Context: an optimization exercise on an open-source flow, tuned for small area and a short achievable clock period. The choices shown serve that exercise and are no tape-out recipe. Where RTL was checked, it was by simulation tests only, not by an equivalence proof against the original. For runs 1 to 4, only the layout was checked, not whether the RTL still works. Power is estimated from default activity; no workload was simulated.

==> design.v <==
module crc16_tab (
    input  wire [7:0]  x,
    output reg  [15:0] t
);
    integer k;
    always @(*) begin
        t = {x, 8'h00};
        for (k = 0; k < 8; k = k + 1)
            t = t[15] ? ((t << 1) ^ 16'h1021) : (t << 1);
    end
endmodule
module crc16_last (
    input  wire [15:0] c,
    input  wire [15:0] r,
    output wire [7:0]  d_want,
    output wire        c_ok
);
    wire [7:0] y = r[7:0];
    wire [7:0] v = {y[7] ^ y[2], y[6] ^ y[1], y[5] ^ y[0], y[4],
                    y[7] ^ y[3] ^ y[2], y[6] ^ y[2] ^ y[1], y[5] ^ y[1] ^ y[0],
                    y[4] ^ y[0]};
    wire [7:0] k = {y[3], y[2], y[1], y[7] ^ y[2] ^ y[0], y[6] ^ y[1],
                    y[5] ^ y[0], y[4], y[3]};
    assign d_want = c[15:8] ^ v;
    assign c_ok   = (c[7:0] == (r[15:8] ^ k));
endmodule
module dispatch_rom (
    input  wire [7:0] opcode,
    output reg  [3:0] handler,
    output reg  [7:0] resp_op
);
    always @(*) begin
        case (opcode)
            8'h65:   begin handler = 4'd1; resp_op = 8'h66; end
            8'h10:   begin handler = 4'd2; resp_op = 8'h11; end
            8'h22:   begin handler = 4'd3; resp_op = 8'h23; end
            8'h31:   begin handler = 4'd4; resp_op = 8'h32; end
            8'h40:   begin handler = 4'd5; resp_op = 8'h41; end
            8'h50:   begin handler = 4'd6; resp_op = 8'h51; end
            8'h7A:   begin handler = 4'd7; resp_op = 8'h7B; end
            8'h81:   begin handler = 4'd8; resp_op = 8'h82; end
            default: begin handler = 4'd0; resp_op = 8'h00; end
        endcase
    end
endmodule
module dispatch_len (
    input  wire [3:0] handler,
    input  wire [8:0] n,
    output reg        in_range
);
    always @(*) begin
        case (handler)
            4'd1:    in_range = (n == 9'd7);                      
            4'd2:    in_range = (n == 9'd6);                      
            4'd3:    in_range = (n <= 9'd10);                     
            4'd4:    in_range = (n == 9'd8);                      
            4'd5:    in_range = 1'b1;                             
            4'd6:    in_range = (n >= 9'd10) & (n <= 9'd70);      
            4'd7:    in_range = (n >= 9'd14) & (n <= 9'd22);      
            default: in_range = 1'b0;                             
        endcase
    end
endmodule
module frame_rx #(
    parameter MAX_FRAME_LEN = 256
) (
    input  wire        clk,
    input  wire        rst,
    input  wire        start,
    input  wire [1:0]  cfg_fmt,       
    input  wire        cfg_srv,       
    input  wire [15:0] cfg_tmo,       
    input  wire [15:0] cfg_fixlen,    
    input  wire        rx_valid,
    input  wire [7:0]  rx_data,
    output wire        rx_ready,
    input  wire        tick,
    input  wire        fault,
    output wire        awaiting_body,
    output wire        res_valid,
    output wire [3:0]  res_code,
    output wire [3:0]  res_cause,
    output wire [7:0]  res_rxst,
    output wire [15:0] rx_count,
    output wire [15:0] rx_lenfield,
    output wire [15:0] target,
    output wire [15:0] idle_count,
    output wire [15:0] field_rcv,
    output wire [15:0] field_calc,
    output wire [1:0]  dcode,
    output wire [7:0]  handler,
    output wire [7:0]  resp_op,
    output wire [7:0]  req_op,
    output wire        disp_ok,
    output wire [7:0]  disp_handler
);
    localparam CODE_OK        = 4'h0;
    localparam CODE_DEVSTAT   = 4'h1;
    localparam CODE_TIMEOUT   = 4'h2;
    localparam CODE_INTEGRITY = 4'h3;
    localparam CODE_LENREJ    = 4'h4;
    localparam CODE_TFAULT    = 4'h5;
    localparam CODE_CMDERR    = 4'h6;
    localparam CODE_NONE      = 4'hF;
    localparam CAUSE_BAD_OP     = 2'd1;
    localparam CAUSE_BAD_LENGTH = 2'd3;
    localparam DC_NONE    = 2'd0;
    localparam DC_OK      = 2'd1;
    localparam DC_UNKNOWN = 2'd2;
    localparam DC_BADLEN  = 2'd3;
    reg        active;       
    reg        fzb;          
    reg        ffix;         
    reg        dsp;          
    reg [15:0] tmo;          
    reg        tmo_hit;      
    reg        lastb;        
    reg [5:0]  pos;          
    reg [15:0] acc;          
    reg [15:0] frcv;         
    reg [15:0] lf;           
    reg [7:0]  b0;
    reg [3:0]  hnd;          
    reg [7:0]  rsp;          
    reg [7:0]  b5;
    reg        done;         
    reg        ge3;          
    reg        rv;
    reg [3:0]  rc;
    reg [1:0]  rcz;
    reg [7:0]  rxst;
    reg [8:0]  cnt;
    reg [8:0]  tgt;
    reg [15:0] idle;
    reg [1:0]  dc;
    reg        dnz;          
    reg        dok;          
    assign rx_ready      = active;
    assign awaiting_body = active & ge3;
    assign res_valid     = rv;
    assign res_code      = rc;
    assign res_cause     = {2'b00, rcz};
    assign res_rxst      = rxst;
    assign rx_count      = {7'd0, cnt};
    assign rx_lenfield   = lf & {16{ge3}};
    assign target        = {7'd0, tgt};
    assign idle_count    = idle;
    assign field_rcv     = frcv & {16{done}};
    assign field_calc    = acc & {16{done}};
    assign dcode         = dc;
    assign handler       = {4'd0, hnd & {4{dc[0]}}};
    assign resp_op       = rsp & {8{dc[0]}};
    assign req_op        = b0 & {8{dnz}};
    assign disp_ok       = dok;
    assign disp_handler  = {4'd0, hnd & {4{dok}}};
    wire [7:0] b = rx_data;
    wire [15:0] t_acc, t_b;
    crc16_tab u_ta (.x(acc[15:8]), .t(t_acc));
    crc16_tab u_tb (.x(b & {8{~(pos[3] | pos[4])}}), .t(t_b));
    wire [15:0] crc_next = pos[0] ? (16'hFF00 ^ 16'h1EF0 ^ t_b) : ({acc[7:0], 8'h00} ^ t_acc ^ t_b);
    wire [7:0] crc_want;
    wire       crc_ok;
    crc16_last u_last (.c(acc), .r(frcv), .d_want(crc_want), .c_ok(crc_ok));
    wire [7:0] want  = fzb ? ~acc[7:0] : crc_want;
    wire       valid = (b == want) & (fzb | crc_ok);
    wire [7:0] status = pos[5] ? b : b5;
    wire       st_ok  = fzb | (status == 8'h00);
    wire [7:0] b1        = lf[15:8];
    wire       b1_zero   = ~(|b1);
    wire       b1_one    = (b1 == 8'd1);
    wire       std_ok    = (b1_zero & (b >= 8'd6)) | (b1_one & ~(|b));
    wire       zb_ok     = b1_zero & (|b) & (b <= 8'd252);
    wire       len_bad   = fzb ? ~zb_ok : ~std_ok;
    wire [8:0] std_tgt   = {b1[0], b} & {9{std_ok}};
    wire [8:0] zb_tgt    = ({1'b0, b} + 9'd4) & {9{zb_ok}};
    wire [8:0] len_tgt   = fzb ? zb_tgt : std_tgt;
    wire [3:0] b_hnd;
    wire [7:0] b_rsp;
    dispatch_rom u_rom (.opcode(b0), .handler(b_hnd), .resp_op(b_rsp));
    wire       in_range;
    dispatch_len u_len (.handler(hnd), .n(tgt), .in_range(in_range));
    wire [15:0] idle1  = idle + 16'd1;
    wire [15:0] inc2_flip;
    assign inc2_flip[0] = 1'b0;
    assign inc2_flip[1] = 1'b1;
    genvar gi;
    generate
        for (gi = 2; gi < 16; gi = gi + 1) begin : g_flip
            assign inc2_flip[gi] = &idle[gi-1:1];
        end
    endgenerate
    wire        idle2_hit = ((idle ^ tmo) == inc2_flip);
    wire [15:0] tmo_in = {cfg_tmo[15:1], cfg_tmo[0] | ~(|cfg_tmo[15:1])};
    wire fixlen_bad = (cfg_fixlen < 16'd6) || (cfg_fixlen > MAX_FRAME_LEN);
    wire cmd_op     = (cfg_fmt == 2'd3);
    wire cmd_len    = (cfg_fmt == 2'd2) & fixlen_bad;
    always @(posedge clk) begin
        if (!active) begin
            if (start) begin
                fzb     <= (cfg_fmt == 2'd1);
                ffix    <= (cfg_fmt == 2'd2);
                dsp     <= cfg_srv & (cfg_fmt != 2'd1);
                tmo     <= tmo_in;
                tmo_hit <= ~(|cfg_tmo[15:1]);
                lastb   <= 1'b0;
                pos     <= 6'b000001;
            end
        end else if (!fault) begin
            if (rx_valid) begin
                pos     <= {pos[4:0], 1'b0};
                tmo_hit <= (tmo == 16'd1);
                lastb   <= (cnt + 9'd2 == tgt) & ~pos[2];
            end else if (tick) begin
                tmo_hit <= idle2_hit;
            end
        end
    end
    always @(posedge clk) begin
        if (active && !fault && rx_valid) begin
            if (pos[0]) b0 <= b;
            if (pos[1]) begin
                lf[15:8] <= b;
                hnd <= b_hnd;
                rsp <= b_rsp;
            end
            if (pos[2]) lf[7:0]  <= b;
            if (pos[3]) frcv[15:8] <= b;
            if (pos[4]) frcv[7:0]  <= b;
            if (pos[5]) b5 <= b;
            if (lastb && fzb) frcv <= {8'h00, b};
        end
    end
    always @(posedge clk) begin
        if (active && !fault && rx_valid) begin
            if (!fzb)
                acc <= crc_next;
            else if (lastb)
                acc <= {8'h00, ~acc[7:0]};
            else if (pos[3])
                acc <= {8'h00, b};
            else if (ge3)
                acc[7:0] <= acc[7:0] + b;
        end
    end
    always @(posedge clk) begin
        if (rst) begin
            active <= 1'b0;
            done   <= 1'b0;
            ge3    <= 1'b0;
            rv     <= 1'b0;
            rc     <= CODE_NONE;
            rcz    <= 2'd0;
            rxst   <= 8'd0;
            cnt    <= 9'd0;
            tgt    <= 9'd0;
            idle   <= 16'd0;
            dc     <= DC_NONE;
            dnz    <= 1'b0;
            dok    <= 1'b0;
        end else if (!active) begin
            if (start) begin
                if (cmd_op) begin
                    rv   <= 1'b1;
                    rc   <= CODE_CMDERR;
                    rcz  <= CAUSE_BAD_OP;
                    rxst <= 8'd0;
                end else if (cmd_len) begin
                    rv   <= 1'b1;
                    rc   <= CODE_CMDERR;
                    rcz  <= CAUSE_BAD_LENGTH;
                    rxst <= 8'd0;
                end else begin
                    active <= 1'b1;
                    rv     <= 1'b0;
                    done   <= 1'b0;
                    ge3    <= 1'b0;
                    cnt    <= 9'd0;
                    tgt    <= (cfg_fmt == 2'd2) ? cfg_fixlen[8:0] : 9'd0;
                    idle   <= 16'd0;
                    dc     <= DC_NONE;
                    dnz    <= 1'b0;
                    dok    <= 1'b0;
                end
            end
        end else if (fault) begin
            active <= 1'b0;
            rv     <= 1'b1;
            rc     <= CODE_TFAULT;
            rcz    <= 2'd0;
            rxst   <= 8'd0;
        end else if (rx_valid) begin
            cnt  <= cnt + 9'd1;
            idle <= 16'd0;
            if (pos[2]) begin
                ge3 <= 1'b1;
                if (!ffix) begin
                    tgt <= len_tgt;
                    if (len_bad) begin
                        active <= 1'b0;
                        rv     <= 1'b1;
                        rc     <= CODE_LENREJ;
                        rcz    <= 2'd0;
                        rxst   <= 8'd0;
                    end
                end
            end
            if (lastb) begin
                active <= 1'b0;
                done   <= 1'b1;
                rv     <= 1'b1;
                rcz    <= 2'd0;
                if (!valid) begin
                    rc   <= CODE_INTEGRITY;
                    rxst <= 8'd0;
                end else if (st_ok) begin
                    rc   <= CODE_OK;
                    rxst <= 8'd0;
                end else begin
                    rc   <= CODE_DEVSTAT;
                    rxst <= status;
                end
                if (valid && dsp) begin
                    dnz <= 1'b1;
                    dok <= (hnd != 4'd0) & in_range;
                    dc  <= (hnd == 4'd0) ? DC_UNKNOWN : in_range ? DC_OK : DC_BADLEN;
                end
            end
        end else if (tick) begin
            if (tmo_hit) begin
                active <= 1'b0;
                rv     <= 1'b1;
                rc     <= CODE_TIMEOUT;
                rcz    <= 2'd0;
                rxst   <= 8'd0;
            end else begin
                idle <= idle1;
            end
        end
    end
endmodule
==> flow/run.sh <==
#!/bin/bash
# Standard layout, with the port buffers made of plain buf cells instead of
# the delay buffers buffer_ports picks by default. Every port still gets one.
set -euo pipefail
export BUFFER_PORTS_ARGS="-buffer_cell sky130_fd_sc_hd__buf_1"
bash standard.sh > flow_make.log 2>&1
==> standard.sh <==
#!/bin/bash
# synth_recipe.tcl (not shown) runs the flow's synth.tcl, then flattens the netlist and writes it again
# the make line also repeats each setting of config.mk as NAME=value (left out here)
make -C /OpenROAD-flow-scripts/flow DESIGN_CONFIG=/design/flow/config.mk WORK_HOME=/design/flow/orfs CLKGATE_MAP_FILE= SYNTH_SCRIPT=/design/flow/synth_recipe.tcl "${@:-finish}"
==> config.mk <==
export PLATFORM = sky130hd
export DESIGN_NAME = frame_rx
export DESIGN_NICKNAME = frame_rx
export VERILOG_FILES = /design/flow/design.v
export SDC_FILE = /design/flow/constraint.sdc
export NUM_CORES = 4
export LEC_CHECK = 0
export CAP_MARGIN = 20
export CORE_MARGIN = 2
export CORE_UTILIZATION = 40
export CTS_BUF_LIST = sky130_fd_sc_hd__clkbuf_8
export SETUP_SLACK_MARGIN = 3.2
export SLEW_MARGIN = 20
==> constraint.sdc <==
create_clock -name core_clock -period 6.0 [get_ports {clk}]
set_input_delay 1.2000 -clock core_clock [delete_from_list [all_inputs] [get_ports {clk}]]
set_output_delay 1.2000 -clock core_clock [all_outputs]
set_load 0.01 [all_outputs]
==> results of run 1 <==
==> power groups by stage <==
| stage | Sequential (W) | Clock (W) | Combinational, W |
|---|---|---|---|
| 2_1_floorplan | 0.00124 | 0 | 0.000236 |
| 3_3_place_gp | 0.00126 | 0 | 0.000285 |
| 3_5_place_dp | 0.00126 | 0 | 0.000290 |
| 4_1_cts | 0.00123 | 0.000790 | 0.000315 |
| 5_1_grt | 0.00124 | 0.000830 | 0.000371 |
| 6_report | 0.00123 | 0.000778 | 0.000340 |
==> placed cells by master (no fill, tap or decap), types with 6 or more instances in the layout <==
| cell type | n |
|---|---|
| a211oi_1 | 15 |
| nand3_1 | 22 |
| clkbuf_8 | 17 |
| conb_1 | 24 |
| o2bb2ai_2 | 7 |
| o21ai_0 | 33 |
| nand2b_1 | 10 |
| ha_1 | 10 |
| and3_1 | 10 |
| buf_1 | 167 |
| a31oi_1 | 7 |
| nor3_1 | 21 |
| xnor3_1 | 6 |
| and2_1 | 84 |
| inv_1 | 26 |
| mux2i_1 | 14 |
| edfxtp_1 | 102 |
| buf_4 | 45 |
| a21oi_1 | 41 |
| inv_6 | 8 |
| or2_2 | 8 |
| or3_1 | 9 |
| nor2b_1 | 7 |
| nor4_1 | 15 |
| a2111oi_4 | 6 |
| buf_6 | 9 |
| a22oi_1 | 9 |
| nand2_1 | 77 |
| dfxtp_1 | 51 |
| o211ai_1 | 6 |
| nand4_1 | 12 |
| xnor2_1 | 72 |
| xor2_1 | 33 |
| nor2_1 | 93 |
==> per-stage QoR <==
step           instance area (µm²)  setup WS [ns]  cells  power, W  hold WS [ns]
2_1_floorplan                10000           2.91   1039   0.00147         0.493
5_1_grt                      11700           3.04   1534   0.00244         0.485
3_3_place_gp                 10600           2.04   1459   0.00154         0.439
4_1_cts                      11400           3.12   1518   0.00234         0.473
6_report                     11700           3.11   1534   0.00235         0.471
3_5_place_dp                 10600           1.90   1459   0.00155         0.445
==> critical path, cell delays in order (launching register included) <==
cell,delay [ns]
edfxtp_1,0.42
or4_4,0.55
or4_4,0.46
a2111o_1,0.54
a31oi_4,0.27
nor3b_4,0.09
a21boi_2,0.18
a211o_1,0.26
==> worst max-delay path by stage <==
stage / from / to / slack, ns / depth (start not counted)
4_1_cts: rx_data[2] / rc[2] / 3.12 / 11
2_1_floorplan: rx_data[2] / rc[2] / 2.91 / 10
6_report: lf[12] / rc[2] / 3.11 / 7
5_1_grt: lf[15] / rc[2] / 3.04 / 7
3_5_place_dp: fault / dc[1] / 1.90 / 8
3_3_place_gp: fault / dc[1] / 2.04 / 8
==> cells in the mapped netlist, types with 7 or more instances <==
cell type / instances
o21ai_0: 38
dfxtp_1: 56
or2_2: 9
nor4_1: 18
nand4_1: 12
a31oi_1: 9
a22oi_1: 9
buf_4: 25
and3_1: 12
inv_1: 29
and2_1: 85
o2bb2ai_1: 10
a211oi_1: 19
ha_1: 13
edfxtp_1: 102
nor3_1: 23
mux2i_1: 14
a21oi_1: 46
xnor2_1: 72
nor2b_1: 8
clkbuf_1: 48
or3_1: 9
nor2_1: 95
nand2b_1: 10
nand2_1: 81
xor2_1: 33
buf_1: 7
nand3_1: 23
==> cells by family (layout without fill, tap and decap cells) <==
group / count (synthesis) / in the layout / synth area share
adder cells (fa/ha/maj): 14 / 14 / 0.0191
multiplexers: 16 / 16 / 0.0170
AND/OR/NAND/NOR: 413 / 413 / 0.226
buffers and inverters: 114 / 290 / 0.0550
other: 1 / 24 / 0.000391
XOR/XNOR: 113 / 113 / 0.115
flip-flops: 158 / 158 / 0.437
AO/OA/AOI/OAI: 187 / 187 / 0.131
==> state kept, by name (all words and copies together) (netlist names), 2 cells and up <==
register	count
cnt	9
lf	16
hnd	4
tgt	9
rcz	2
rxst	8
b0	8
frcv	16
acc	16
rsp	7
tmo	16
dc	2
b5	8
pos	6
idle	16
rc	4
==> final cells by class <==
type / count / area [µm²] / area share
Multi-Input combinational cell: 767 / 5420 / 0.464
Sequential cell: 158 / 4190 / 0.358
Timing Repair Buffer: 228 / 1170 / 0.100
Tap cell: 319 / 399 / 0.0341
Clock buffer: 17 / 234 / 0.0200
Inverter: 30 / 141 / 0.0121
Clock inverter: 15 / 135 / 0.0116
==> per-layer routing <==
metal,routed length [µm],GRT usage,vias to the layer above
met5,0,0,-
met4,442,0.0575,0
met3,1960,0.0436,31
met2,12800,0.332,326
met1,13000,0.307,3918
li1,-,-,3956
==> timing repair <==
item,4_1_cts,5_1_grt
buffers inserted,27,15
setup endpoints to repair,120,56
pin swaps,17,29
gates resized for setup,44,37
==> impl_metrics.env, run 1 <==
export IMPL_overflow=0
export IMPL_maxCapViolCount=0
export IMPL_postRouteAntennaNets=0
export IMPL_setup_tns_ns=0
export IMPL_p_comb_frac=0.144
export IMPL_grt_pass1_wl_mm=42.8
export IMPL_clkSlewWorstSetupHoldPaths_ns=0.10
export IMPL_vias=8231
export IMPL_grt_start_max_net_pins=55
export IMPL_power_share_clock=0.331
export IMPL_reg2reg_slack_ns=3.11
export IMPL_holdBufCountCts=0
export IMPL_grt_pass1_vias=7476
export IMPL_clkSinkCount=158
export IMPL_drive_above_1_share=0.147
export IMPL_fin_skew_ns=0.0178
export IMPL_synth_area_leader_cell="edfxtp_1"
export IMPL_cts_max_path_buffers=2
export IMPL_synth_edff_count=102
export IMPL_synth_seq_area_share=0.437
export IMPL_vdd_drop_max_mv=0.141
export IMPL_diodes=0
export IMPL_rsz0062_at_grt="true"
export IMPL_net_switching_power_w=0.000694
export IMPL_hold_depth=1
export IMPL_min_to="rxst[7]"
export IMPL_drtIter0Drc=688
export IMPL_status="timing/DRC/antenna clean"
export IMPL_totalWireLength_mm=28.3
export IMPL_cp_arrival_ns=3.24
export IMPL_grt_antenna_before_repair=1
export IMPL_die_area_mm2=0.0252
export IMPL_r2r_start="lf[12]"
export IMPL_synth_seq_cells=158
export IMPL_dr_pass1_iters=5
export IMPL_setup_viol=0
export IMPL_cts_root_buf="clkbuf_8"
export IMPL_end_kind="register"
export IMPL_hold_class="reg2reg"
export IMPL_synth_top_area_frac=0.320
export IMPL_dp_hpwl_mm=19.7
export IMPL_ys_warn_count=4
export IMPL_place_congestion=0.862
export IMPL_fin_nets=1265
export IMPL_port_buffers=174
export IMPL_fin_crit_sh=0.481
export IMPL_cts_buffers=17
export IMPL_r2r_end="rc[2]"
export IMPL_min_delay_start="rxst[7]"
export IMPL_synthArstFlopShare=0
export IMPL_sw_frac_of_total=0.295
export IMPL_power_leakage_nw=4.06
export IMPL_syn_cell_area_mm2=0.00958
export IMPL_drcViolationCount=0
export IMPL_required_ns=6.36
export IMPL_final_util=0.498
export IMPL_track_usage=0.215
export IMPL_cp_start_kind="register"
export IMPL_clock_latency_ns=0.47
export IMPL_min_period_ns=2.89
export IMPL_vias_per_cell=5.37
export IMPL_rows=56
export IMPL_fillCellCount=2206
export IMPL_maxSlewHeadroom=0.354
export IMPL_wire_per_inst_um=18.4
export IMPL_postSynthAreaPerCell_um2=9.43
export IMPL_slew_viol_final=0
export IMPL_cts_max_level=4
export IMPL_p_per_area_mw_per_mm2=201
export IMPL_p_int_w=0.00166
export IMPL_die_h_um=159
export IMPL_core_area_mm2=0.0235
export IMPL_seqPwrFrac=0.525
export IMPL_worst_pin_slew_ns=0.969
export IMPL_synth_cells=1016
export IMPL_initial_utilization=0.408
export IMPL_ios=199
export IMPL_r2r_cells=7
export IMPL_crit_type="reg2reg"
export IMPL_hold_viol_final=0
export IMPL_cts_tree="built"
export IMPL_synthFlopType="edfxtp_1"
export IMPL_max_freq_mhz=346
export IMPL_cp_max_fo=4
export IMPL_die_width_um=159
export IMPL_synth_distinct_cells=74
export IMPL_synth_area_top_cells="edfxtp_1 (32%), dfxtp_1 (12%), xnor2_1 (6.6%), and2_1 (5.6%), nor2_1 (3.7%)"
export IMPL_area_growth_pct=22.1
==> inputs of run 2 (changes only) <==
--- a/config.mk
+++ b/config.mk
@@ -8,6 +8,6 @@
 export CAP_MARGIN = 20
 export CORE_MARGIN = 2
-export CORE_UTILIZATION = 40
+export CORE_UTILIZATION = 55
 export CTS_BUF_LIST = sky130_fd_sc_hd__clkbuf_8
-export SETUP_SLACK_MARGIN = 3.2
+export SETUP_SLACK_MARGIN = 3.0
 export SLEW_MARGIN = 20
==> impl_metrics.env, run 2 <==
export IMPL_status="timing/DRC/antenna clean"
export IMPL_postSynthAreaPerCell_um2=9.43
export IMPL_cts_max_path_buffers=2
export IMPL_fillCellCount=1489
export IMPL_die_width_um=136
export IMPL_port_buffers=174
export IMPL_synth_seq_area_share=0.437
export IMPL_rows=48
export IMPL_min_delay_start="rxst[1]"
export IMPL_die_area_mm2=0.0185
export IMPL_place_congestion=0.896
export IMPL_crit_type="in2reg"
export IMPL_required_ns=6.35
export IMPL_setup_viol=0
export IMPL_setup_tns_ns=0
export IMPL_final_common_cell="buf_1"
export IMPL_synth_cells=1016
export IMPL_synthArstFlopShare=0
export IMPL_drcViolationCount=0
export IMPL_dr_pass1_iters=5
export IMPL_synth_edff_count=102
export IMPL_r2r_cells=7
export IMPL_min_period_ns=3.00
export IMPL_grt_start_max_net_pins=37
export IMPL_yosysMostFrequentCell="edfxtp_1"
export IMPL_whs_ns=0.468
export IMPL_totalWireLength_mm=25.6
export IMPL_p_per_area_mw_per_mm2=213
export IMPL_max_freq_mhz=334
export IMPL_cp_start_kind="input port"
export IMPL_r2r_end="tmo_hit"
export IMPL_vias=8061
export IMPL_fin_crit_sh=0.499
export IMPL_dp_hpwl_mm=18.5
export IMPL_drtIter0Drc=597
export IMPL_cp_arrival_ns=3.35
export IMPL_syn_cell_area_mm2=0.00958
export IMPL_ys_warn_count=4
export IMPL_grt_pass1_wl_mm=39.2
export IMPL_fin_skew_ns=0.0134
export IMPL_clock_latency_ns=0.46
export IMPL_core_area_mm2=0.0172
export IMPL_drive_above_1_share=0.0885
export IMPL_overflow=0
export IMPL_netlist_top_cells_count="edfxtp_1 (102), nor2_1 (95), and2_1 (85)"
export IMPL_reg2reg_slack_ns=3.18
export IMPL_synth_area_leader_cell="edfxtp_1"
export IMPL_cp_max_fo=13
export IMPL_clkSlewWorstSetupHoldPaths_ns=0.09
export IMPL_worst_pin_slew_ns=0.944
export IMPL_cts_max_level=4
export IMPL_synth_top_area_frac=0.320
export IMPL_die_h_um=136
export IMPL_ios=199
export IMPL_layout_setup_ws_ns=3.00
export IMPL_dp_slack_ns=1.97
export IMPL_wire_per_inst_um=18.1
export IMPL_maxCapViolCount=0
export IMPL_vdd_drop_max_mv=0.149
export IMPL_holdBufCountCts=0
export IMPL_clkSinkCount=158
export IMPL_cts_tree="built"
export IMPL_mostFrequentLayoutCells="buf_1 (170), edfxtp_1 (102), nor2_1 (94), and2_1 (85), nand2_1 (79)"
export IMPL_synthFlopType="edfxtp_1"
export IMPL_grt_antenna_before_repair=0
export IMPL_hold_viol_final=0
export IMPL_rsz0062_at_grt="false"
export IMPL_r2r_start="idle[1]"
export IMPL_maxSlewHeadroom=0.371
export IMPL_postRouteAntennaNets=0
export IMPL_track_usage=0.278
export IMPL_vias_per_cell=5.71
export IMPL_grt_pass1_vias=7026
export IMPL_synth_distinct_cells=74
export IMPL_hold_class="reg2reg"
export IMPL_min_to="rxst[1]"
export IMPL_power_leakage_nw=3.86
export IMPL_diodes=0
export IMPL_initial_utilization=0.558
export IMPL_fin_nets=1237
export IMPL_cts_buffers=17
export IMPL_cts_root_buf="clkbuf_8"
export IMPL_worstSetupStartpoint="rx_data[7]"
export IMPL_area_growth_pct=14.7
export IMPL_synth_area_top_cells="edfxtp_1 (32%), dfxtp_1 (12%), xnor2_1 (6.6%), and2_1 (5.6%), nor2_1 (3.7%)"
export IMPL_synth_seq_cells=158
export IMPL_end_kind="register"
export IMPL_slew_viol_final=0
export IMPL_hold_depth=1
## run 2: cell counts after synthesis
Identical to the previous run, type by type.
## run 2: final cells by class
type / instances / area (µm²) / area share
Clock buffer: 17 / 234 / 0.0213
Tap cell: 225 / 282 / 0.0256
Sequential cell: 158 / 4190 / 0.381
Inverter: 30 / 128 / 0.0116
Clock inverter: 15 / 161 / 0.0147
Timing Repair Buffer: 200 / 893 / 0.0813
Multi-Input combinational cell: 767 / 5100 / 0.464
## run 2: metal layers
metal / wire (µm) / vias to the layer above / GRT usage
met1: 11900 / 3796 / 0.411
met4: 413 / 0 / 0.0787
met3: 1950 / 30 / 0.0492
met2: 11300 / 344 / 0.418
met5: 0 / - / 0
li1: - / 3891 / -
## run 2: worst max-delay path by stage
stage	to	slack [ns]	cells past startpoint
2_1_floorplan	rc[2]	2.91	10
3_3_place_gp	dc[1]	2.07	8
3_5_place_dp	dc[1]	1.97	8
4_1_cts	rc[2]	3.02	11
5_1_grt	rc[2]	2.98	9
6_report	rc[2]	3.00	9
## run 2: report_power, final
part           leakage, nW  internal, W  switching, W  total [W]
Combinational         2.29     0.000114      0.000187   0.000301
Sequential            1.38      0.00119     0.0000393    0.00123
Clock                0.191     0.000375      0.000432   0.000806
## run 2: worst max-delay path, stage by stage
cell and delay [ns]:
buf_2 0.18, buf_8 0.18, nor4_4 0.31, nand2_1 0.14, a2111o_1 0.54, a31oi_4 0.28
nor3b_4 0.10, a21boi_2 0.18, a211o_1 0.23
## run 2: what timing repair did
action	4_1_cts	5_1_grt
pin swaps	5	12
setup buffers	5	8
setup endpoints to repair	54	61
resized for setup	17	23
## run 2: per-stage QoR
step | instances | power, W | area (µm²) | util
floorplan | 1039 | 0.00146 | 9820 | -
global placement | 1367 | 0.00154 | 10400 | 0.605
detailed placement | 1367 | 0.00154 | 10400 | 0.605
CTS | 1404 | 0.00234 | 10900 | 0.632
global route | 1412 | 0.00243 | 11000 | 0.640
finish | 1412 | 0.00234 | 11000 | 0.640
## run 2: cell families (layout without fill, tap and decap cells)
logic type               count (synthesis)  count (layout)  synth area share
multiplexers                            16              16            0.0170
adder cells (fa/ha/maj)                 14              14            0.0191
other                                    1              24          0.000391
flip-flops                             158             158             0.437
buffers and inverters                  114             262            0.0550
XOR/XNOR                               113             113             0.115
AND/OR/NAND/NOR                        413             413             0.226
AO/OA/AOI/OAI                          187             187             0.131
==> inputs of run 3 (changes only) <==
--- a/design.v
+++ b/design.v
@@ -124,4 +124,6 @@
     reg [7:0]  rsp;          
     reg [7:0]  b5;
+    reg        b1z;          
+    reg        b1o;          
     reg        done;         
     reg        ge3;          
@@ -167,6 +169,6 @@
     wire       st_ok  = fzb | (status == 8'h00);
     wire [7:0] b1        = lf[15:8];
-    wire       b1_zero   = ~(|b1);
-    wire       b1_one    = (b1 == 8'd1);
+    wire       b1_zero   = b1z;
+    wire       b1_one    = b1o;
     wire       std_ok    = (b1_zero & (b >= 8'd6)) | (b1_one & ~(|b));
     wire       zb_ok     = b1_zero & (|b) & (b <= 8'd252);
@@ -221,4 +223,6 @@
             if (pos[1]) begin
                 lf[15:8] <= b;
+                b1z <= (b == 8'd0);
+                b1o <= (b == 8'd1);
                 hnd <= b_hnd;
                 rsp <= b_rsp;
--- a/config.mk
+++ b/config.mk
@@ -8,5 +8,5 @@
 export CAP_MARGIN = 20
 export CORE_MARGIN = 2
-export CORE_UTILIZATION = 55
+export CORE_UTILIZATION = 40
 export CTS_BUF_LIST = sky130_fd_sc_hd__clkbuf_8
 export SETUP_SLACK_MARGIN = 3.0
==> impl_metrics.env, run 3 <==
export IMPL_worst_pin_slew_ns=1.04
export IMPL_seqCellArea_mm2=0.00425
export IMPL_yosysMostFrequentCell="nor2_1"
export IMPL_area_growth_pct=17.7
export IMPL_fin_skew_ns=0.0230
export IMPL_drcViolationCount=0
export IMPL_end_kind="register"
export IMPL_synth_edff_count=104
export IMPL_grt_pass1_vias=7500
export IMPL_setup_tns_ns=0
export IMPL_holdBufCountCts=0
export IMPL_drive_above_1_share=0.127
export IMPL_track_usage=0.212
export IMPL_slew_viol_final=0
export IMPL_power_leakage_nw=4.19
export IMPL_synth_seq_cells=160
export IMPL_cp_start_kind="input port"
export IMPL_maxCapViolCount=0
export IMPL_power_w=0.00234
export IMPL_grt_pass1_wl_mm=42.9
export IMPL_hold_class="reg2reg"
export IMPL_die_h_um=161
export IMPL_synth_area_leader_cell="edfxtp_1"
export IMPL_rows=57
export IMPL_ys_warn_count=4
export IMPL_setup_viol=0
export IMPL_die_width_um=161
export IMPL_synthArstFlopShare=0
export IMPL_dp_hpwl_mm=19.4
export IMPL_port_buffers=174
export IMPL_synth_top_area_frac=0.317
export IMPL_syn_cell_area_mm2=0.00984
export IMPL_cp_max_fo=12
export IMPL_crit_type="in2reg"
export IMPL_final_common_cell="buf_1"
export IMPL_cts_tree="built"
export IMPL_totalWireLength_mm=28.1
export IMPL_cts_root_buf="clkbuf_8"
export IMPL_place_congestion=0.866
export IMPL_grt_start_max_net_pins=38
export IMPL_max_freq_mhz=335
export IMPL_vias=8097
export IMPL_required_ns=6.34
export IMPL_synth_cells=1016
export IMPL_die_area_mm2=0.0259
export IMPL_min_period_ns=2.99
export IMPL_dr_pass1_iters=5
export IMPL_clkSinkCount=160
export IMPL_ios=199
export IMPL_maxSlewHeadroom=0.308
export IMPL_fin_crit_sh=0.498
export IMPL_fin_nets=1258
export IMPL_clock_latency_ns=0.45
export IMPL_clkSlewWorstSetupHoldPaths_ns=0.09
export IMPL_p_per_area_mw_per_mm2=202
export IMPL_synth_area_top_cells="edfxtp_1 (32%), dfxtp_1 (11%), xnor2_1 (5.7%), and2_1 (5.3%), xor2_1 (4.5%)"
export IMPL_cts_buffers=17
export IMPL_postSynthAreaPerCell_um2=9.68
export IMPL_cts_max_path_buffers=2
export IMPL_synthFlopType="edfxtp_1"
export IMPL_cts_max_level=4
export IMPL_status="timing/DRC/antenna clean"
export IMPL_grt_antenna_before_repair=1
export IMPL_vdd_drop_max_mv=0.153
export IMPL_synth_distinct_cells=86
export IMPL_rsz0062_at_grt="true"
export IMPL_cp_arrival_ns=3.33
export IMPL_fillCellCount=2343
export IMPL_synth_seq_area_share=0.431
export IMPL_overflow=0
export IMPL_mostFrequentLayoutCells="buf_1 (170), edfxtp_1 (104), nor2_1 (102), and2_1 (84), nand2_1 (70)"
export IMPL_netlist_top_cells_count="nor2_1 (110), edfxtp_1 (104), and2_1 (84)"
export IMPL_drtIter0Drc=643
export IMPL_core_area_mm2=0.0242
export IMPL_vias_per_cell=5.28
export IMPL_hold_viol_final=0
export IMPL_multi_input_area_mm2=0.00540
export IMPL_postRouteAntennaNets=0
export IMPL_initial_utilization=0.406
export IMPL_wire_per_inst_um=18.3
-- run 3: cell count changes after synthesis, moves of 9 or more --
cell       before  now
nand2_1        81   72
nor2_1         95  110
xor2_1         33   50
clkbuf_1       48   37
o2bb2ai_1      10    0
a211oi_1       19   10
-- run 3: final timing paths --
path                   start  endpoint  slack [ns]  depth (start not counted)
setup reg to reg      active   idle[3]        3.17                          9
setup / recovery  rx_data[6]     rc[0]        3.01                          9
hold / removal         rc[3]     rc[3]        0.47                          1
hold reg to reg        rc[3]     rc[3]        0.47                          1
-- run 3: layer usage --
| layer | share of wire | up-vias | track usage |
|---|---|---|---|
| li1 | - | 3918 | - |
| met3 | 0.059 | 27 | 0.0387 |
| met2 | 0.46 | 259 | 0.334 |
| met5 | 0 | - | 0 |
| met1 | 0.47 | 3893 | 0.299 |
| met4 | 0.014 | 0 | 0.0593 |
-- run 3: per-stage QoR --
step	instances	instance area [µm²]	hold slack [ns]	setup WS, ns	utilization
global placement	1464	10600	0.435	2.04	0.439
CTS	1514	11300	0.475	2.97	0.465
detailed placement	1464	10600	0.452	2.01	0.439
finish	1534	11600	0.470	3.01	0.478
global route	1532	11600	0.487	2.97	0.478
floorplan	1039	10000	0.475	2.82	-
-- run 3: kinds of logic (layout without fill, tap and decap cells) --
family,Yosys count,count (layout),synth area share
buffers and inverters,106,272,0.0589
other,1,26,0.000381
AO/OA/AOI/OAI,172,174,0.122
flip-flops,160,160,0.431
multiplexers,19,19,0.0205
XOR/XNOR,123,123,0.123
AND/OR/NAND/NOR,421,422,0.225
adder cells (fa/ha/maj),14,14,0.0186
-- run 3: critical path, cell delays in order --
cell	delay, ns
buf_4	0.17
buf_6	0.16
or4_4	0.56
o311ai_4	0.32
a21oi_4	0.08
o211ai_4	0.21
buf_6	0.16
nand3_4	0.12
a211o_1	0.34
-- run 3: final cells by class --
class / count / area share
Clock inverter: 14 / 0.0108
Sequential cell: 160 / 0.367
Timing Repair inverter: 1 / 0.000432
Tap cell: 324 / 0.0350
Inverter: 25 / 0.00875
Multi-Input combinational cell: 776 / 0.467
Antenna cell: 2 / 0.000432
Clock buffer: 18 / 0.0214
Timing Repair Buffer: 214 / 0.0901
-- run 3: timing repair --
item,in CTS,in global routing
gates cloned,1,3
gates resized for setup,33,30
buffers inserted,17,15
pin swaps,6,13
setup endpoints to repair,88,85
-- run 3: where the power goes --
part | leakage, nW | internal (W) | switching [W] | total [W]
Clock | 0.195 | 0.000346 | 0.000441 | 0.000787
Combinational | 2.55 | 0.000126 | 0.000184 | 0.000310
Sequential | 1.44 | 0.00120 | 0.0000410 | 0.00124
Total | 4.19 | 0.00167 | 0.000666 | 0.00234
==> inputs of run 4 (changes only) <==
--- a/design.v
+++ b/design.v
@@ -128,4 +128,6 @@
     reg        done;         
     reg        ge3;          
+    reg        done2;        
+    reg        ge3b;         
     reg        rv;
     reg [3:0]  rc;
@@ -145,9 +147,9 @@
     assign res_rxst      = rxst;
     assign rx_count      = {7'd0, cnt};
-    assign rx_lenfield   = lf & {16{ge3}};
+    assign rx_lenfield   = {lf[15:8] & {8{ge3}}, lf[7:0] & {8{ge3b}}};
     assign target        = {7'd0, tgt};
     assign idle_count    = idle;
     assign field_rcv     = frcv & {16{done}};
-    assign field_calc    = acc & {16{done}};
+    assign field_calc    = acc & {16{done2}};
     assign dcode         = dc;
     assign handler       = {4'd0, hnd & {4{dc[0]}}};
@@ -252,4 +254,6 @@
             done   <= 1'b0;
             ge3    <= 1'b0;
+            done2  <= 1'b0;
+            ge3b   <= 1'b0;
             rv     <= 1'b0;
             rc     <= CODE_NONE;
@@ -279,4 +283,6 @@
                     done   <= 1'b0;
                     ge3    <= 1'b0;
+                    done2  <= 1'b0;
+                    ge3b   <= 1'b0;
                     cnt    <= 9'd0;
                     tgt    <= (cfg_fmt == 2'd2) ? cfg_fixlen[8:0] : 9'd0;
@@ -296,4 +302,6 @@
             cnt  <= cnt + 9'd1;
             idle <= 16'd0;
+            if (cnt == 9'd2) ge3b <= 1'b1;
+            if (cnt + 9'd1 == tgt) done2 <= 1'b1;
             if (pos[2]) begin
                 ge3 <= 1'b1;
==> impl_metrics.env, run 4 <==
export IMPL_overflow=0
export IMPL_syn_cell_area_mm2=0.00989
export IMPL_power_share_clock=0.322
export IMPL_synth_seq_cells=162
export IMPL_cp_start_kind="input port"
export IMPL_grt_antenna_before_repair=0
export IMPL_track_usage=0.211
export IMPL_ios=199
export IMPL_synth_edff_count=104
export IMPL_initial_utilization=0.407
export IMPL_core_area_mm2=0.0243
export IMPL_maxSlewHeadroom=0.316
export IMPL_crit_path_frequent_cell="or4_4"
export IMPL_mostFrequentLayoutCells="buf_1 (168), nor2_1 (113), edfxtp_1 (104), and2_1 (80), nand2_1 (79)"
export IMPL_critical_path_slowest_cell="or4_4"
export IMPL_fin_nets=1283
export IMPL_clkSinkCount=162
export IMPL_layout_setup_ws_ns=2.89
export IMPL_clock_latency_ns=0.46
export IMPL_grt_pass1_wl_mm=42.9
export IMPL_p_per_area_mw_per_mm2=206
export IMPL_dr_pass1_iters=5
export IMPL_hold_class="reg2reg"
export IMPL_p_int_w=0.00165
export IMPL_rows=57
export IMPL_synth_top_area_frac=0.316
export IMPL_vias=8344
export IMPL_grt_start_max_net_pins=47
export IMPL_fin_skew_ns=0.0140
export IMPL_finalNonFillerCells=1557
export IMPL_die_width_um=161
export IMPL_end_kind="register"
export IMPL_cts_tree="built"
export IMPL_drtIter0Drc=620
export IMPL_placedCellCount=1505
export IMPL_synth_cells=1060
export IMPL_net_switching_power_w=0.000702
export IMPL_fin_crit_sh=0.518
export IMPL_synth_distinct_cells=71
export IMPL_cts_max_level=4
export IMPL_drive_above_1_share=0.0869
export IMPL_dp_slack_ns=1.79
export IMPL_setup_tns_ns=0
export IMPL_holdBufCountCts=0
export IMPL_totalWireLength_mm=28.0
export IMPL_postRouteAntennaNets=0
export IMPL_worst_pin_slew_ns=1.03
export IMPL_setup_viol=0
export IMPL_synth_area_leader_cell="edfxtp_1"
export IMPL_vias_per_cell=5.36
export IMPL_slew_viol_final=0
export IMPL_synth_area_top_cells="edfxtp_1 (32%), dfxtp_1 (12%), xnor2_1 (6.5%), and2_1 (5.1%), nor2_1 (4.3%)"
export IMPL_yosysMostFrequentCell="nor2_1"
export IMPL_crit_type="in2reg"
export IMPL_synthArstFlopShare=0
export IMPL_min_period_ns=3.11
export IMPL_area_growth_pct=15.1
export IMPL_seqPwrFrac=0.535
export IMPL_postSynthAreaPerCell_um2=9.33
export IMPL_cts_max_path_buffers=2
export IMPL_port_buffers=174
export IMPL_crit_path_max_incr_delay_ns=0.55
export IMPL_sw_frac_of_total=0.299
export IMPL_rsz0062_at_grt="true"
export IMPL_drcViolationCount=0
export IMPL_cp_max_fo=10
export IMPL_cts_buffers=17
export IMPL_synth_seq_area_share=0.433
export IMPL_cp_arrival_ns=3.50
export IMPL_place_congestion=0.868
export IMPL_grt_pass1_vias=7680
export IMPL_clkSlewWorstSetupHoldPaths_ns=0.10
export IMPL_netlist_top_cells_count="nor2_1 (113), edfxtp_1 (104), nand2_1 (81)"
export IMPL_max_freq_mhz=322
export IMPL_path_cells="buf_1 > buf_6 > or4_4 > or4_4 > a21o_1 > a311o_4 > o211ai_4 > buf_12 > a32oi_1 > nor2_1"
export IMPL_maxCapViolCount=0
export IMPL_required_ns=6.40
export IMPL_hold_viol_final=0
export IMPL_die_area_mm2=0.0260
export IMPL_final_common_cell="buf_1"
export IMPL_power_leakage_nw=4.04
export IMPL_dp_hpwl_mm=19.9
export IMPL_synthFlopType="edfxtp_1"
export IMPL_wire_per_inst_um=18.0
export IMPL_cts_root_buf="clkbuf_8"
export IMPL_die_h_um=161
export IMPL_status="timing/DRC/antenna clean"
export IMPL_vdd_drop_max_mv=0.143
export IMPL_p_comb_frac=0.143
export IMPL_ys_warn_count=4
==> run 4: changes by cell type in the layout (fill, tap and decap cells not counted), sizes merged, moves of 4 or more <==
cell,delta
nor3b,+4
a21oi,+13
o21ai,+9
nor4,+9
nor3,+4
xnor2,+9
nand2,+8
a22o,-5
buf,-9
xor2,-6
a31oi,+6
and2,-6
==> run 4: path summary, 6_finish.rpt <==
kind / start / cells past startpoint / to / slack [ns]
hold / removal: rv / 2 / rv / 0.48
setup / recovery: rx_data[6] / 10 / rxst[0] / 2.89
hold reg to reg: rv / 2 / rv / 0.48
setup reg to reg: acc[7] / 7 / rc[1] / 3.17
==> run 4: final cells by class <==
type / instances / area [µm²]
fillers: 2365 / 12900
multi-input cells: 807 / 5250
flip-flops and latches: 162 / 4280
repair buffers: 205 / 986
well taps: 324 / 405
clock buffers: 17 / 234
clock inverters: 15 / 121
inverters: 26 / 97.6
diodes: 1 / 2.50
==> run 4: cells by family (layout without fill, tap and decap cells) <==
group,Yosys count,after routing,synth area share
fa+ha+maj,16,16,0.0208
simple gates,443,443,0.234
mux,21,21,0.0227
flops,162,162,0.433
other cells,1,25,0.000379
buf+inv,114,263,0.0549
compound gates,180,180,0.116
xor+xnor,123,123,0.118
==> run 4: per-layer routing <==
layer,share of wire,track usage
met3,0.059,0.0401
met2,0.46,0.337
met1,0.46,0.289
met4,0.023,0.0670
met5,0,0
==> run 4: metrics by stage <==
step | hold slack (ns) | util | instance area (µm²) | power, W
global route | 0.494 | 0.468 | 11400 | 0.00244
CTS | 0.474 | 0.464 | 11300 | 0.00235
detailed placement | 0.459 | 0.440 | 10700 | 0.00158
finish | 0.476 | 0.468 | 11400 | 0.00235
floorplan | 0.492 | - | 9990 | 0.00150
global placement | 0.455 | 0.440 | 10700 | 0.00158
==> run 4: what timing repair did <==
| item | CTS | global route |
|---|---|---|
| pin swaps | 4 | 3 |
| resized for setup | 29 | 10 |
| endpoints found under the setup margin | 59 | 32 |
| buffers inserted | 15 | 4 |
==> run 4: critical path, delay by kind of cell <==
family	cells	cell delay (ns)
AND/OR/NAND/NOR	3	1.16
AO/OA/AOI/OAI	4	0.75
buffers and inverters	3	0.37
==> run 4: power by group through the flow <==
stage | clock (W) | combinational, W | sequential, W
CTS | 0.000772 | 0.000324 | 0.00126
global placement | 0 | 0.000296 | 0.00128
floorplan | 0 | 0.000234 | 0.00126
detailed placement | 0 | 0.000300 | 0.00128
finish | 0.000757 | 0.000335 | 0.00126
global route | 0.000812 | 0.000368 | 0.00126
==> inputs of run 5 (changes only) <==
--- a/design.v
+++ b/design.v
@@ -128,6 +128,4 @@
     reg        done;         
     reg        ge3;          
-    reg        done2;        
-    reg        ge3b;         
     reg        rv;
     reg [3:0]  rc;
@@ -147,9 +145,9 @@
     assign res_rxst      = rxst;
     assign rx_count      = {7'd0, cnt};
-    assign rx_lenfield   = {lf[15:8] & {8{ge3}}, lf[7:0] & {8{ge3b}}};
+    assign rx_lenfield   = lf & {16{ge3}};
     assign target        = {7'd0, tgt};
     assign idle_count    = idle;
     assign field_rcv     = frcv & {16{done}};
-    assign field_calc    = acc & {16{done2}};
+    assign field_calc    = acc & {16{done}};
     assign dcode         = dc;
     assign handler       = {4'd0, hnd & {4{dc[0]}}};
@@ -159,8 +157,8 @@
     assign disp_handler  = {4'd0, hnd & {4{dok}}};
     wire [7:0] b = rx_data;
-    wire [15:0] t_acc, t_b;
-    crc16_tab u_ta (.x(acc[15:8]), .t(t_acc));
-    crc16_tab u_tb (.x(b & {8{~(pos[3] | pos[4])}}), .t(t_b));
-    wire [15:0] crc_next = pos[0] ? (16'hFF00 ^ 16'h1EF0 ^ t_b) : ({acc[7:0], 8'h00} ^ t_acc ^ t_b);
+    wire [15:0] crc_cur = pos[0] ? 16'hFFFF : acc;
+    wire [15:0] t_idx;
+    crc16_tab u_t (.x(crc_cur[15:8] ^ (b & {8{~(pos[3] | pos[4])}})), .t(t_idx));
+    wire [15:0] crc_next = {crc_cur[7:0], 8'h00} ^ t_idx;
     wire [7:0] crc_want;
     wire       crc_ok;
@@ -254,6 +252,4 @@
             done   <= 1'b0;
             ge3    <= 1'b0;
-            done2  <= 1'b0;
-            ge3b   <= 1'b0;
             rv     <= 1'b0;
             rc     <= CODE_NONE;
@@ -283,6 +279,4 @@
                     done   <= 1'b0;
                     ge3    <= 1'b0;
-                    done2  <= 1'b0;
-                    ge3b   <= 1'b0;
                     cnt    <= 9'd0;
                     tgt    <= (cfg_fmt == 2'd2) ? cfg_fixlen[8:0] : 9'd0;
@@ -302,6 +296,4 @@
             cnt  <= cnt + 9'd1;
             idle <= 16'd0;
-            if (cnt == 9'd2) ge3b <= 1'b1;
-            if (cnt + 9'd1 == tgt) done2 <= 1'b1;
             if (pos[2]) begin
                 ge3 <= 1'b1;
--- a/config.mk
+++ b/config.mk
@@ -10,4 +10,4 @@
 export CORE_UTILIZATION = 40
 export CTS_BUF_LIST = sky130_fd_sc_hd__clkbuf_8
-export SETUP_SLACK_MARGIN = 3.0
+export SETUP_SLACK_MARGIN = 2.7
 export SLEW_MARGIN = 20
==> impl_metrics.env, run 5 <==
export IMPL_hold_viol_final=0
export IMPL_fin_nets=1186
export IMPL_synth_seq_cells=160
export IMPL_cts_max_path_buffers=2
export IMPL_track_usage=0.205
export IMPL_port_buffers=174
export IMPL_holdBufCountCts=0
export IMPL_yosys_area_share_simple=0.226
export IMPL_synth_cells=971
export IMPL_synth_top_area_frac=0.330
export IMPL_totalWireLength_mm=25.7
export IMPL_synth_area_leader_cell="edfxtp_1"
export IMPL_gr_usage_met2=0.317
export IMPL_die_width_um=158
export IMPL_fin_crit_sh=0.529
export IMPL_worst_path_buf_inv=1
export IMPL_status="timing/DRC/antenna clean"
export IMPL_synth_edff_count=104
export IMPL_min_period_ns=3.18
export IMPL_power_w=0.00246
export IMPL_grt_start_max_net_pins=43
export IMPL_drcViolationCount=0
export IMPL_ys_warn_count=4
export IMPL_mostFrequentLayoutCells="buf_1 (169), edfxtp_1 (104), nor2_1 (87), and2_1 (80), nand2_1 (74)"
export IMPL_crit_type="in2reg"
export IMPL_cts_root_buf="clkbuf_8"
export IMPL_maxCapViolCount=0
export IMPL_ios=199
export IMPL_path_cells="clkdlybuf4s15_2 > ha_1 > and3_1 > nand3_1 > o21ai_2 > nand3_2 > a32oi_4 > nor2_2 > a22o_1"
export IMPL_clkSinkCount=160
export IMPL_dp_hpwl_mm=18.6
export IMPL_cts_buffers=17
export IMPL_crit_family="compound AO/OA/AOI/OAI gates"
export IMPL_required_ns=6.36
export IMPL_vias=7555
export IMPL_wire_per_inst_um=17.6
export IMPL_area_growth_pct=13.9
export IMPL_syn_cell_area_mm2=0.00947
export IMPL_r2r_end="tgt[8]"
export IMPL_power_leakage_nw=3.85
export IMPL_critical_path_slowest_cell="clkdlybuf4s15_2"
export IMPL_diodes=0
export IMPL_synth_xor_area_share=0.122
export IMPL_cts_tree="built"
export IMPL_r2r_cells=7
export IMPL_hold_depth=2
export IMPL_min_delay_start="rcz[1]"
export IMPL_cp_start_kind="input port"
export IMPL_postRouteAntennaNets=0
export IMPL_final_common_cell="buf_1"
export IMPL_synthAdderAreaFrac=0.0193
export IMPL_grt_antenna_before_repair=0
export IMPL_grt_pass1_vias=6748
export IMPL_crit_path_max_incr_delay_ns=0.45
export IMPL_rsz0062_at_grt="false"
export IMPL_muxShareOfSynthArea=0.0237
export IMPL_drive_above_1_share=0.0695
export IMPL_synthArstFlopShare=0
export IMPL_grt_pass1_wl_mm=38.9
export IMPL_worst_pin_slew_ns=1.05
export IMPL_maxSlewHeadroom=0.297
export IMPL_fin_skew_ns=0.0124
export IMPL_yosysMostFrequentCell="edfxtp_1"
export IMPL_slew_viol_final=0
export IMPL_met1_usage=0.292
export IMPL_vdd_drop_max_mv=0.139
export IMPL_cp_max_fo=15
export IMPL_synth_distinct_cells=77
export IMPL_drtIter0Drc=627
export IMPL_setup_tns_ns=0
export IMPL_end_kind="register"
export IMPL_synthFlopType="edfxtp_1"
export IMPL_core_area_mm2=0.0233
export IMPL_clock_latency_ns=0.46
export IMPL_overflow=0
export IMPL_cp_arrival_ns=3.54
export IMPL_max_freq_mhz=315
export IMPL_min_to="rcz[1]"
export IMPL_use_met3=0.0411
export IMPL_hold_class="reg2reg"
export IMPL_vias_per_cell=5.19
export IMPL_synth_area_top_cells="edfxtp_1 (33%), dfxtp_1 (12%), xnor2_1 (5.8%), and2_1 (5.3%), xor2_1 (4.4%)"
export IMPL_cts_max_level=4
export IMPL_initial_utilization=0.406
export IMPL_clkSlewWorstSetupHoldPaths_ns=0.10
export IMPL_synth_seq_area_share=0.448
export IMPL_reg2reg_slack_ns=3.21
export IMPL_r2r_start="active"
export IMPL_setup_viol=0
export IMPL_place_congestion=0.818
export IMPL_synth_compound_area_frac=0.108
export IMPL_synth_top_family_by_area="simple AND/OR/NAND/NOR gates"
export IMPL_netlist_top_cells_count="edfxtp_1 (104), nor2_1 (88), and2_1 (80)"
export IMPL_die_h_um=158
export IMPL_p_per_area_mw_per_mm2=228
export IMPL_rows=56
export IMPL_top_usage_layer="met2"
export IMPL_postSynthAreaPerCell_um2=9.75
export IMPL_dr_pass1_iters=6
export IMPL_die_area_mm2=0.0249
-- run 5: cell families (layout without fill, tap and decap cells) --
| family | Yosys count | after routing |
|---|---|---|
| simple gates | 398 | 398 |
| flops | 160 | 160 |
| compound gates | 157 | 157 |
| xor+xnor | 119 | 119 |
| buf+inv | 101 | 243 |
| mux | 21 | 21 |
| fa+ha+maj | 14 | 14 |
| other cells | 1 | 24 |
-- run 5: power breakdown --
part	total (W)	internal (W)	switching, W
Combinational	0.000311	0.000117	0.000194
Sequential	0.00125	0.00121	0.0000409
Clock	0.000895	0.000428	0.000468
Total	0.00246	0.00175	0.000703
-- run 5: how the worst max path moves through the flow --
stage | start | to | slack (ns) | cells after the start
CTS | rx_data[3] | rxst[2] | 2.73 | 9
global route | rx_data[3] | rxst[6] | 2.69 | 10
detailed placement | rx_data[3] | rxst[0] | 1.85 | 10
finish | rx_data[3] | rxst[3] | 2.82 | 9
global placement | rx_data[3] | rxst[1] | 1.96 | 9
floorplan | rx_data[1] | acc[4] | 2.71 | 9
-- run 5: per-stage QoR --
| stage | hold WS, ns | instances | worst slack (ns) | util | instance area (µm²) |
|---|---|---|---|---|---|
| 2_1_floorplan | 0.475 | 994 | 2.71 | - | 9560 |
| 3_3_place_gp | 0.436 | 1422 | 1.96 | 0.441 | 10300 |
| 3_5_place_dp | 0.455 | 1422 | 1.85 | 0.441 | 10300 |
| 4_1_cts | 0.468 | 1454 | 2.73 | 0.461 | 10800 |
| 5_1_grt | 0.494 | 1455 | 2.69 | 0.462 | 10800 |
| 6_report | 0.479 | 1455 | 2.82 | 0.462 | 10800 |
-- run 5: final cells by class --
type | count | area (µm²)
Sequential cell | 160 | 4240
Clock inverter | 15 | 204
Clock buffer | 17 | 234
Tap cell | 319 | 399
Timing Repair Buffer | 185 | 748
Fill cell | 2321 | 12500
Multi-Input combinational cell | 733 | 4860
Inverter | 26 | 101
-- run 5: tightest hold or removal path, stage by stage, from the launching register on --
cell and delay (ns):
dfxtp_1 0.33, nand2_1 0.06, a21oi_1 0.05
-- run 5: what timing repair did --
action / 4_1_cts / 5_1_grt
setup buffers: 0 / 1
setup endpoints to repair: 20 / 22
resized for setup: 8 / 8
pin swaps: 0 / 1
cloned: 0 / 0
-- run 5: per-layer routing --
| layer | wire, µm | vias to the layer above |
|---|---|---|
| met5 | 0 | - |
| met4 | 349 | 0 |
| met3 | 1620 | 31 |
| met2 | 11800 | 259 |
| met1 | 11900 | 3563 |
| li1 | - | 3702 |
==> inputs of run 6 (changes only) <==
--- a/config.mk
+++ b/config.mk
@@ -10,4 +10,4 @@
 export CORE_UTILIZATION = 40
 export CTS_BUF_LIST = sky130_fd_sc_hd__clkbuf_8
-export SETUP_SLACK_MARGIN = 2.7
+export SETUP_SLACK_MARGIN = 3.3
 export SLEW_MARGIN = 20
==> impl_metrics.env, run 6 <==
export IMPL_status="timing/DRC/antenna clean"
export IMPL_wire_per_inst_um=18.2
export IMPL_hold_depth=2
export IMPL_clock_latency_ns=0.47
export IMPL_clkSinkCount=160
export IMPL_cts_root_buf="clkbuf_8"
export IMPL_layout_setup_ws_ns=3.26
export IMPL_dr_pass1_iters=5
export IMPL_cts_tree="built"
export IMPL_fin_nets=1216
export IMPL_overflow=0
export IMPL_path_cells="buf_8 > nor4_4 > a31oi_4 > o41ai_4 > nand4_1 > buf_6 > or3_1 > a21oi_1"
export IMPL_cts_max_path_buffers=2
export IMPL_worst_path_buf_inv=2
export IMPL_setup_tns_ns=0
export IMPL_place_congestion=0.834
export IMPL_power_leakage_nw=4.10
export IMPL_postRouteAntennaNets=0
export IMPL_synth_cells=971
export IMPL_initial_utilization=0.406
export IMPL_track_usage=0.214
export IMPL_core_area_mm2=0.0233
export IMPL_clkSlewWorstSetupHoldPaths_ns=0.10
export IMPL_die_width_um=158
export IMPL_vias_per_cell=5.31
export IMPL_grt_pass1_wl_mm=40.8
export IMPL_synthFlopType="edfxtp_1"
export IMPL_synth_top_area_frac=0.330
export IMPL_fin_skew_ns=0.0174
export IMPL_rows=56
export IMPL_totalWireLength_mm=27.0
export IMPL_fillCellCount=2242
export IMPL_cp_start_kind="input port"
export IMPL_vdd_drop_max_mv=0.153
export IMPL_min_period_ns=2.74
export IMPL_setup_viol=0
export IMPL_required_ns=6.41
export IMPL_end_kind="register"
export IMPL_maxSlewHeadroom=0.305
export IMPL_worst_pin_slew_ns=1.04
export IMPL_grt_start_max_net_pins=43
export IMPL_slew_viol_final=0
export IMPL_crit_type="in2reg"
export IMPL_syn_cell_area_mm2=0.00947
export IMPL_dp_hpwl_mm=19.1
export IMPL_cp_arrival_ns=3.15
export IMPL_yosysMostFrequentCell="edfxtp_1"
export IMPL_max_freq_mhz=365
export IMPL_hold_class="reg2reg"
export IMPL_synthArstFlopShare=0
export IMPL_grt_pass1_vias=7328
export IMPL_p_per_area_mw_per_mm2=221
export IMPL_ios=199
export IMPL_synth_distinct_cells=77
export IMPL_finalInstanceArea_mm2=0.0115
export IMPL_rsz0062_at_grt="true"
export IMPL_synth_seq_area_share=0.448
export IMPL_final_common_cell="buf_1"
export IMPL_fin_crit_sh=0.456
export IMPL_hold_viol_final=0
export IMPL_drcViolationCount=0
export IMPL_netlist_top_cells_count="edfxtp_1 (104), nor2_1 (88), and2_1 (80)"
export IMPL_synth_seq_cells=160
export IMPL_grt_antenna_before_repair=0
export IMPL_synth_area_leader_cell="edfxtp_1"
export IMPL_postSynthAreaPerCell_um2=9.75
export IMPL_dp_slack_ns=2.22
export IMPL_cts_buffers=17
export IMPL_crit_path_max_incr_delay_ns=0.47
export IMPL_r2r_cells=8
export IMPL_synth_edff_count=104
export IMPL_placed_area_mm2=0.0105
export IMPL_drtIter0Drc=624
export IMPL_maxCapViolCount=0
export IMPL_ys_warn_count=4
export IMPL_synth_area_top_cells="edfxtp_1 (33%), dfxtp_1 (12%), xnor2_1 (5.8%), and2_1 (5.3%), xor2_1 (4.4%)"
export IMPL_port_buffers=174
export IMPL_die_h_um=158
export IMPL_multi_input_area_mm2=0.00521
export IMPL_seqCellArea_mm2=0.00426
export IMPL_crit_family="simple AND/OR/NAND/NOR gates"
export IMPL_cp_max_fo=7
export IMPL_critical_path_slowest_cell="o41ai_4"
export IMPL_mostFrequentLayoutCells="buf_1 (163), edfxtp_1 (104), nor2_1 (85), and2_1 (80), nand2_1 (71)"
export IMPL_drive_above_1_share=0.143
export IMPL_die_area_mm2=0.0249
export IMPL_vias=7891
export IMPL_cp_depth=8
export IMPL_cts_max_level=4
export IMPL_area_growth_pct=21.6
==> run 6: kinds of logic after synthesis <==
family                     share of synthesized area
other                                       0.000396
muxes                                         0.0237
adders and majority gates                     0.0193
AOI/OAI and AO/OA                              0.108
and+or+nand+nor                                0.226
buffers and inverters                         0.0526
DFF                                            0.448
xor gates and xnor gates                       0.122
==> run 6: final timing paths <==
path | start | end | slack, ns
worst min-delay path | rcz[1] | rcz[1] | 0.50
worst max-delay path | cfg_fixlen[6] | idle[12] | 3.26
worst min register to register | rcz[1] | rcz[1] | 0.50
worst max register to register | acc[0] | dc[1] | 3.36
==> run 6: worst min-delay path, cell delays in order (launching register included) <==
cell and delay (ns):
dfxtp_1 0.34, nand2_1 0.06, a21oi_1 0.05
==> run 6: metal layers <==
layer  global-route usage  vias up  part of all wire
li1                     -     3765                 -
met1                0.298     3838              0.46
met2                0.340      249              0.47
met3               0.0370       39             0.049
met4               0.0649        0             0.019
met5                    0        -                 0
==> run 6: area by class of cell <==
cell class,instances,area share
clock inverters,15,0.0196
multi-input cells,734,0.453
clock buffers,17,0.0203
diodes,1,0.000217
repair inverters,1,0.000435
repair buffers,213,0.0919
well taps,319,0.0347
inverters,26,0.0102
flip-flops and latches,160,0.370
==> run 6: power by group <==
group | total [W] | internal [W] | switching, W
Clock | 0.000935 | 0.000469 | 0.000466
Sequential | 0.00125 | 0.00121 | 0.0000443
Combinational | 0.000358 | 0.000145 | 0.000213
==> run 6: repair_timing <==
action | in CTS | in global routing
gates cloned | 1 | 1
resized for setup | 52 | 43
buffers inserted | 15 | 13
endpoints found under the setup margin | 144 | 77
pin swaps | 10 | 35
endpoints found under the hold margin | 0 | 0
hold buffers | 0 | 0
==> run 6: per-stage QoR <==
stage | hold slack [ns] | utilization | total power, W | std cells
after floorplan | 0.475 | - | 0.00151 | 994
after global placement | 0.478 | 0.451 | 0.00159 | 1423
after detailed placement | 0.465 | 0.451 | 0.00160 | 1423
after CTS | 0.494 | 0.482 | 0.00254 | 1471
after global routing | 0.501 | 0.493 | 0.00264 | 1485
final | 0.500 | 0.493 | 0.00255 | 1486
==> inputs of run 7 (changes only) <==
--- a/config.mk
+++ b/config.mk
@@ -12,2 +12,3 @@
 export SETUP_SLACK_MARGIN = 3.3
 export SLEW_MARGIN = 20
+export TNS_END_PERCENT = 5
==> impl_metrics.env, run 7 <==
export IMPL_drive_above_1_share=0.116
export IMPL_synth_area_leader_cell="edfxtp_1"
export IMPL_slew_viol_final=0
export IMPL_min_to="rcz[1]"
export IMPL_crit_family="compound AO/OA/AOI/OAI gates"
export IMPL_max_freq_mhz=365
export IMPL_min_delay_start="rcz[1]"
export IMPL_cts_max_level=4
export IMPL_synth_edff_count=104
export IMPL_worst_path_buf_inv=1
export IMPL_die_area_mm2=0.0249
export IMPL_grt_antenna_before_repair=0
export IMPL_r2r_end="acc[15]"
export IMPL_synth_distinct_cells=77
export IMPL_finalNonFillerCells=1483
export IMPL_synth_area_top_cells="edfxtp_1 (33%), dfxtp_1 (12%), xnor2_1 (5.8%), and2_1 (5.3%), xor2_1 (4.4%)"
export IMPL_hold_viol_final=0
export IMPL_ios=199
export IMPL_totalWireLength_mm=26.2
export IMPL_cts_max_path_buffers=2
export IMPL_drcViolationCount=0
export IMPL_maxCapViolCount=0
export IMPL_synth_top_area_frac=0.330
export IMPL_crit_type="in2reg"
export IMPL_ys_warn_count=4
export IMPL_area_growth_pct=18.3
export IMPL_grt_pass1_vias=6999
export IMPL_synthFlopType="edfxtp_1"
export IMPL_required_ns=6.37
export IMPL_clock_latency_ns=0.47
export IMPL_dp_hpwl_mm=18.4
export IMPL_reg2reg_slack_ns=3.36
export IMPL_fillCellCount=2272
export IMPL_cp_arrival_ns=3.11
export IMPL_netlist_top_cells_count="edfxtp_1 (104), nor2_1 (88), and2_1 (80)"
export IMPL_synthArstFlopShare=0
export IMPL_hold_class="reg2reg"
export IMPL_rsz0062_at_grt="true"
export IMPL_clkSinkCount=160
export IMPL_fin_nets=1214
export IMPL_synth_seq_cells=160
export IMPL_cts_buffers=17
export IMPL_overflow=0
export IMPL_status="timing/DRC/antenna clean"
export IMPL_wl_met3_mm=1.37
export IMPL_met1_length_mm=12.2
export IMPL_critical_path_slowest_cell="nor4_4"
export IMPL_worst_pin_slew_ns=1.04
export IMPL_r2r_cells=6
export IMPL_drtIter0Drc=578
export IMPL_grt_start_max_net_pins=43
export IMPL_die_h_um=158
export IMPL_r2r_start="pos[3]"
export IMPL_cp_max_fo=13
export IMPL_placedCellCount=1422
export IMPL_synth_seq_area_share=0.448
export IMPL_fin_crit_sh=0.457
export IMPL_grt_pass1_wl_mm=39.3
export IMPL_final_util=0.480
export IMPL_fin_skew_ns=0.0149
export IMPL_setup_tns_ns=0
export IMPL_maxSlewHeadroom=0.304
export IMPL_wl_met2_mm=12.3
export IMPL_cts_tree="built"
export IMPL_yosysMostFrequentCell="edfxtp_1"
export IMPL_hold_depth=2
export IMPL_place_congestion=0.806
export IMPL_vias=7731
export IMPL_cp_start_kind="input port"
export IMPL_p_per_area_mw_per_mm2=220
export IMPL_power_leakage_nw=4.00
export IMPL_port_buffers=174
export IMPL_postSynthAreaPerCell_um2=9.75
export IMPL_cp_depth=8
export IMPL_holdBufCountCts=0
export IMPL_setup_viol=0
export IMPL_clkSlewWorstSetupHoldPaths_ns=0.10
export IMPL_diodes=0
export IMPL_end_kind="register"
export IMPL_rows=56
export IMPL_die_width_um=158
export IMPL_dr_pass1_iters=6
export IMPL_synth_cells=971
export IMPL_core_area_mm2=0.0233
export IMPL_crit_path_max_incr_delay_ns=0.45
export IMPL_maxUsedRoutingLayer="met4"
export IMPL_final_common_cell="buf_1"
export IMPL_path_cells="buf_2 > nor4_4 > a31oi_2 > o21ai_4 > nand3_4 > a32oi_4 > nor2_4 > a22o_1"
export IMPL_initial_utilization=0.406
export IMPL_syn_cell_area_mm2=0.00947
export IMPL_cts_root_buf="clkbuf_8"
export IMPL_track_usage=0.206
export IMPL_mostFrequentLayoutCells="buf_1 (167), edfxtp_1 (104), nor2_1 (87), and2_1 (80), nand2_1 (71)"
export IMPL_vdd_drop_max_mv=0.113
export IMPL_postRouteAntennaNets=0
export IMPL_min_period_ns=2.74
export IMPL_wire_per_inst_um=17.6
export IMPL_vias_per_cell=5.21
## run 7: cell counts after synthesis
Identical to the previous run, type by type.
## run 7: worst max-delay path by stage
stage	from	endpoint	slack, ns
floorplan	rx_data[0]	acc[4]	3.18
global placement	rx_data[1]	rxst[1]	2.14
detailed placement	rx_data[1]	rxst[4]	2.11
CTS	ge3	awaiting_body	3.02
global route	rx_data[4]	rxst[7]	3.20
finish	rx_data[7]	rxst[1]	3.26
## run 7: per-layer routing
metal,vias up,global-route usage
met5,-,0
met4,0,0.0554
met3,22,0.0402
met2,195,0.323
met1,3746,0.291
li1,3768,-
## run 7: area by class of cell
cell class | instances | area, µm² | area share
clock buffers | 17 | 234 | 0.0209
clock inverters | 15 | 190 | 0.0170
inverters | 26 | 109 | 0.00972
multi-input cells | 735 | 5050 | 0.451
flip-flops and latches | 160 | 4250 | 0.379
well taps | 319 | 399 | 0.0356
repair buffers | 210 | 967 | 0.0863
repair inverters | 1 | 5.00 | 0.000447
## run 7: cells by family (layout without fill, tap and decap cells)
kind of cell             Yosys count  after routing  synth area share
AND/OR/NAND/NOR                  398            398             0.226
XOR/XNOR                         119            119             0.122
AO/OA/AOI/OAI                    157            159             0.108
buffers and inverters            101            269            0.0526
adder cells (fa/ha/maj)           14             14            0.0193
other                              1             24          0.000396
multiplexers                      21             21            0.0237
flip-flops                       160            160             0.448
## run 7: tightest hold or removal path, delay by kind of cell (launching register included)
kind | cells | cell delay [ns]
and+or+nand+nor | 1 | 0.05
DFF | 1 | 0.33
AOI/OAI and AO/OA | 1 | 0.05
## run 7: power by group
part / total (W) / internal, W / switching, W
clock network: 0.000873 / 0.000392 / 0.000481
registers: 0.00125 / 0.00121 / 0.0000412
logic: 0.000338 / 0.000133 / 0.000205
total: 0.00246 / 0.00174 / 0.000727
## run 7: repair_timing
action	4_1_cts	5_1_grt
cloned	0	3
buffers inserted	13	13
resized for setup	27	29
endpoints found under the hold margin	0	0
endpoints found under the setup margin	135	130
pin swaps	8	22
## run 7: stage by stage
step | setup WS [ns] | total power [W] | hold slack (ns) | instance area [µm²]
global placement | 2.14 | 0.00158 | 0.441 | 10400
floorplan | 3.18 | 0.00150 | 0.475 | 9640
detailed placement | 2.11 | 0.00159 | 0.449 | 10400
CTS | 3.02 | 0.00246 | 0.463 | 11000
global route | 3.20 | 0.00256 | 0.480 | 11200
finish | 3.26 | 0.00246 | 0.462 | 11200

Setup slack of run 7, layout unchanged: 3.257 ns with ideal ports, 3.271 ns with driving cells assumed (clock clkbuf_16, inputs buf_2), 2.763 ns with port delays also shifted by the 0.508 ns mid clock arrival.
